This is an optimization exercise on Yosys and OpenROAD, whose aim is small area, a short achievable clock period and few clock cycles per item, not a production implementation.
The RTL was checked by simulation tests, not by an equivalence proof against the original design.

## design/flow/config.mk

```make
export PLATFORM = sky130hd
export DESIGN_NAME = sixel_color_conv
export DESIGN_NICKNAME = sixel_color_conv
export VERILOG_FILES = /design/flow/design.v
export SDC_FILE = /design/flow/constraint.sdc
export NUM_CORES = 4
export LEC_CHECK = 0
export CAP_MARGIN = 20
export CORE_MARGIN = 2
export CORE_UTILIZATION = 40
export SLEW_MARGIN = 20
```

## design/flow/constraint.sdc

```tcl
create_clock -name core_clock -period 32.0 [get_ports {clk}]
set_input_delay 6.4000 -clock core_clock [delete_from_list [all_inputs] [get_ports {clk}]]
set_output_delay 6.4000 -clock core_clock [all_outputs]
set_load 0.01 [all_outputs]
```

## design/flow/design.v

```verilog
module color_converter_rgb (
    input  wire [6:0]  r,
    input  wire [6:0]  g,
    input  wire [6:0]  b,
    output wire [31:0] color
);
    wire [14:0] r_scaled = r * 15'd255 + 15'd50;
    wire [14:0] g_scaled = g * 15'd255 + 15'd50;
    wire [14:0] b_scaled = b * 15'd255 + 15'd50;
    wire [14:0] r_byte = r_scaled / 15'd100;
    wire [14:0] g_byte = g_scaled / 15'd100;
    wire [14:0] b_byte = b_scaled / 15'd100;
    assign color = {8'hFF, b_byte[7:0], g_byte[7:0], r_byte[7:0]};
endmodule
module hls_channel (
    input  wire signed [10:0] c,
    input  wire        [13:0] t1,
    input  wire        [13:0] t2,
    output wire        [7:0]  value
);
    reg signed [10:0] cw;
    always @(*) begin
        cw = c;
        if (cw < 0)
            cw = cw + 11'sd360;
        if (cw > 11'sd360)
            cw = cw - 11'sd360;
    end
    reg [6:0] k;
    always @(*) begin
        if (cw < 11'sd60)
            k = cw[6:0];                        
        else if (cw < 11'sd180)
            k = 7'd60;                          
        else if (cw < 11'sd240)
            k = 7'd240 - cw[7:0];               
        else
            k = 7'd0;                           
    end
    wire [13:0] d   = t1 - t2;
    wire [19:0] num = 20'd60 * t2 + d * k;      
    wire [24:0] scaled = 25'd17 * num + 25'd20000;
    wire [24:0] byte_q = scaled / 25'd40000;
    assign value = byte_q[7:0];
endmodule
module color_converter_hls (
    input  wire [8:0]  h,
    input  wire [6:0]  l,
    input  wire [6:0]  s,
    output wire [31:0] color
);
    wire [9:0] h_sum = h + 10'd240;
    wire [9:0] h_rot = (h_sum >= 10'd360) ? h_sum - 10'd360 : h_sum;
    reg [13:0] t1;
    always @(*) begin
        if (l < 7'd50)
            t1 = l * (14'd100 + s);
        else
            t1 = l * (14'd100 - s) + 14'd100 * s;
    end
    wire [14:0] two_l = 15'd200 * l;
    wire [13:0] t2    = two_l - t1;
    wire signed [10:0] hue   = $signed({1'b0, h_rot});
    wire        [7:0]  red, green, blue;
    hls_channel u_red   (.c(hue + 11'sd120), .t1(t1), .t2(t2), .value(red));
    hls_channel u_green (.c(hue),            .t1(t1), .t2(t2), .value(green));
    hls_channel u_blue  (.c(hue - 11'sd120), .t1(t1), .t2(t2), .value(blue));
    wire [31:0] gray;
    color_converter_rgb u_gray (.r(l), .g(l), .b(l), .color(gray));
    assign color = (s == 7'd0) ? gray : {8'hFF, blue, green, red};
endmodule
module sixel_color_conv (
    input  wire        clk,
    input  wire        rst,
    input  wire        in_valid,
    output wire        in_ready,
    input  wire        in_space,
    input  wire [8:0]  in_p0,
    input  wire [6:0]  in_p1,
    input  wire [6:0]  in_p2,
    output reg         out_valid,
    input  wire        out_ready,
    output reg  [31:0] out_color
);
    wire [31:0] hls_color;
    wire [31:0] rgb_color;
    color_converter_hls u_hls (
        .h(in_p0), .l(in_p1), .s(in_p2), .color(hls_color)
    );
    color_converter_rgb u_rgb (
        .r(in_p0[6:0]), .g(in_p1), .b(in_p2), .color(rgb_color)
    );
    assign in_ready = !out_valid || out_ready;
    always @(posedge clk) begin
        if (rst) begin
            out_valid <= 1'b0;
        end else begin
            if (in_valid && in_ready) begin
                out_valid <= 1'b1;
                out_color <= in_space ? rgb_color : hls_color;
            end else if (out_ready) begin
                out_valid <= 1'b0;
            end
        end
    end
endmodule
```

## design/flow/run.sh

```bash
#!/bin/bash
# synth_recipe.tcl (not shown) runs the flow's synth.tcl, then flattens the netlist and writes it again
# the make line also repeats each setting of config.mk as NAME=value (left out here)
make -C /OpenROAD-flow-scripts/flow DESIGN_CONFIG=/design/flow/config.mk WORK_HOME=/design/flow/orfs CLKGATE_MAP_FILE= SYNTH_SCRIPT=/design/flow/synth_recipe.tcl finish
```

==> notes.md <==
[timing repair]
action,in CTS,in global routing
resized for setup,0,32
buffers inserted,0,1
setup endpoints to repair,0,7
[per-layer routing]
| metal | up-vias | track usage | wire length [µm] |
|---|---|---|---|
| met5 | - | 0 | 13 |
| met4 | 2 | 0.0608 | 3430 |
| met3 | 131 | 0.0208 | 5230 |
| met2 | 851 | 0.385 | 54400 |
| met1 | 18000 | 0.302 | 53800 |
| li1 | 18500 | - | - |
[state kept, by name, indices dropped and copies added, names as in the netlist]
name,flops
out_color,24
out_valid,1
[layout make-up]
cell class,count,share of cell area
Multi-Input combinational cell,4418,0.852
Inverter,690,0.0598
Tap cell,1357,0.0391
Timing Repair Buffer,154,0.0298
Sequential cell,25,0.0171
Clock buffer,3,0.00173
Clock inverter,1,0.000173
[through the flow]
step	instances
finish	6648
global route	6648
CTS	6647
detailed placement	6643
global placement	6643
floorplan	5259
[worst max-delay path by stage]
stage,startpoint,end,cells past startpoint
3_5_place_dp,in_p2[2],out_color[0]$_DFFE_PP_,84
5_1_grt,in_p2[3],out_color[16]$_DFFE_PP_,89
6_report,in_p0[4],out_color[0]$_DFFE_PP_,81
3_3_place_gp,in_p2[2],out_color[0]$_DFFE_PP_,83
2_1_floorplan,in_p2[2],out_color[8]$_DFFE_PP_,82
4_1_cts,in_p2[2],out_color[0]$_DFFE_PP_,83
[layout by cell type, fill, tap and decap left out, types with 52 or more instances in the layout]
cell type / instances
a31oi_1: 68
a21o_1: 89
o21ai_0: 195
o21bai_1: 74
inv_1: 686
xor2_1: 106
o21a_1: 59
ha_1: 489
nor2_1: 485
xnor2_1: 274
and2_1: 87
nand2b_1: 58
clkdlybuf4s50_1: 52
a211oi_1: 56
nor3_1: 118
o211ai_1: 61
fa_1: 407
a21oi_1: 300
nand2_1: 439
nand3_1: 94
buf_4: 101
[logic make-up after synthesis]
| kind of cell | Yosys count | synth area share |
|---|---|---|
| AO/OA/AOI/OAI | 1371 | 0.240 |
| flip-flops | 25 | 0.0182 |
| adder cells (fa/ha/maj) | 917 | 0.356 |
| multiplexers | 83 | 0.0223 |
| buffers and inverters | 816 | 0.0778 |
| XOR/XNOR | 395 | 0.0870 |
| other | 1 | 0.0000922 |
| AND/OR/NAND/NOR | 1644 | 0.198 |
[critical path, delay by kind of cell]
family / cells / cell delay, ns
xor+xnor: 3 / 0.66
mux: 3 / 1.32
simple gates: 16 / 3.76
fa+ha+maj: 11 / 4.68
buf+inv: 7 / 1.43
compound gates: 41 / 12.11
==> results.yml <==
outcome:
  run_status: "timing/DRC/antenna clean"
cts:
  holdBufCountCts: 0
  clk_root_buffer_cell: "clkbuf_16"
  clockBufferDepth: 2
  clock_tree.htree_level_count: 1
  cts_buffers: 3
  clk_pin_slew_worst_paths_ns: 0.11
  cts_num_sinks: 25
  clk-insertion-delay-late_ns: 0.32
  cts_tree: "yes"
floorplanning:
  die_height_um: 323
  fp.dieW_um: 323
  fp.coreArea_um2: 100000
  floorplan.initialDensity: 0.405
  boundaryPins: 62
  dieArea_um2: 104000
  rows: 116
critical_path:
  criticalPathCategory: "input port to register"
  worstPathMaxFanout: 19
  slowest_delay_ns: 0.72
  worst_r2r_startpoint: "out_valid$_SDFFE_PP0P_"
  critPathMostFrequentCell: "ha_1"
  critical-path-slowest-cell: "clkdlybuf4s50_1"
  worstRegToRegCells: 3
  r2r_slack_ns: 30.52
  type_of_origin_of_the_critical_path: "input port"
  crit_end_category: "register"
  critical_path_required_ns: 32.06
  timing.critical_path.arrival_ns: 30.39
  critical_path.reg2reg.endpoint: "out_color[23]$_DFFE_PP_"
sta:
  timing.max_slew.rel_slack: 0.264
  post-route-worst-setup-slack_ns: 1.67
  timing.hold.ws_ns: 0.639
  layout_worst_path_cycle_share: 0.948
  max_slew_violation_total_from_the_final_report: 0
  finalHoldViolCount: 0
  fin_worst_skew_ns: 0.00524
  unrepaired_setup_endpoints_after_global_routing: "false"
  max_slew.worst_pin.slew_ns: 1.10
  fin_tns_setup_ns: 0
  finalCriticalPeriod_ns: 30.33
  finalSetupViolCount: 0
  fmax_mhz: 33.0
global_route:
  pin_count_of_the_biggest_net_entering_global_routing: 28
  wire_length_of_the_first_global_routing_pass_mm: 193
  grt_util_all_layers: 0.225
  grt_overflow: 0
  vias_in_the_first_global_route: 36800
  antenna_violations_before_repair: 1
place:
  dp_hpwl_mm: 97.7
  post_dp_cell_area_um2: 43100
  io_buffers: 53
  detailedPlace.worstSlack_ns: 0.0680
  gp_congestion: 0.930
cells_and_area:
  stdcell_area_um2: 43400
  seq_area_um2: 741
  final.fill_count: 10300
  drive_gt1_frac: 0.0665
  final_core_utilization: 0.432
  diodes: 0
  areaGrowthSynthToFinish_pct: 6.64
  multi_input_area_um2: 37000
  design.final.nets: 6216
detailed_routing:
  vias_per_cell: 5.64
  vias: 37500
  drtAntennaViolNets: 0
  drt_iter0_drc: 2559
  post_route_drc: 0
  routed_wirelength_mm: 117
  routedWlPerCell_um: 17.6
  detailed_routing_iterations_pass_1: 8
logic_synthesis:
  post_synth.cell_area_avg_um2: 7.75
  synth-edff-count: 24
  synthTopCellsByArea: "fa_1 20%, ha_1 15%, inv_1 6.3%, xnor2_1 6.0%, nor2_1 4.5%"
  ys_async_sr_fraction: 0
  mappedNetlistArea_um2: 40700
  synth_most_common_cell: "inv_1"
  ys_seq_area_frac: 0.0182
  ys_dominant_reg_cell: "edfxtp_1"
  top_cells_by_instance_count_after_synthesis: "686 x inv_1, 489 x ha_1, 486 x nor2_1"
  synth_top_area_share: 0.200
  cell_type_contributing_the_most_total_cell_area_after_synthesis: "fa_1"
  postSynthCellCount: 5252
  synth_cell_type_count: 147
  postSynthRegisterBits: 25
  synth.yosys.warnings: 4
min_path:
  timing.hold.worst.class: "register to register"
  hold_end: "out_valid$_SDFFE_PP0P_"
  worst_hold_path.num_cells: 3
  hold_path_startpoint: "out_valid$_SDFFE_PP0P_"
run:
  cap_violations: 0
Testbench counts, summed over its fixed seeds: cycles 16,008, items 16,000.

[what the ideal ports hide]
In the flow no input, the clock included, has a driving cell. The finished layout below was timed again as built, in two steps. Step 1 assumes that a clkbuf_16 drives the clock port and a buf_2 every other input. Step 2 adds t to the input delays and takes it off the output delays; t is the mean of the earliest and latest rising clock arrival at the registers after step 1. Input paths then give back, and output paths get back, about the clock's delay inside the block. a / b / c = ideal ports / drivers / drivers and shift; a / b = the first two.
shift t [ns]: 0.384
slack for setup (ns): 1.670 / 1.713 / 1.329
hold slack, ns: 0.639 / 0.639 / 0.639
worst setup path after step 2: input to register
worst register clock-pin slew, ns: 0.11 / 0.11
After both steps this run still meets setup and hold. For this run, drivers alone change the setup slack by +0.043 ns; drivers and shift together by -0.341 ns.
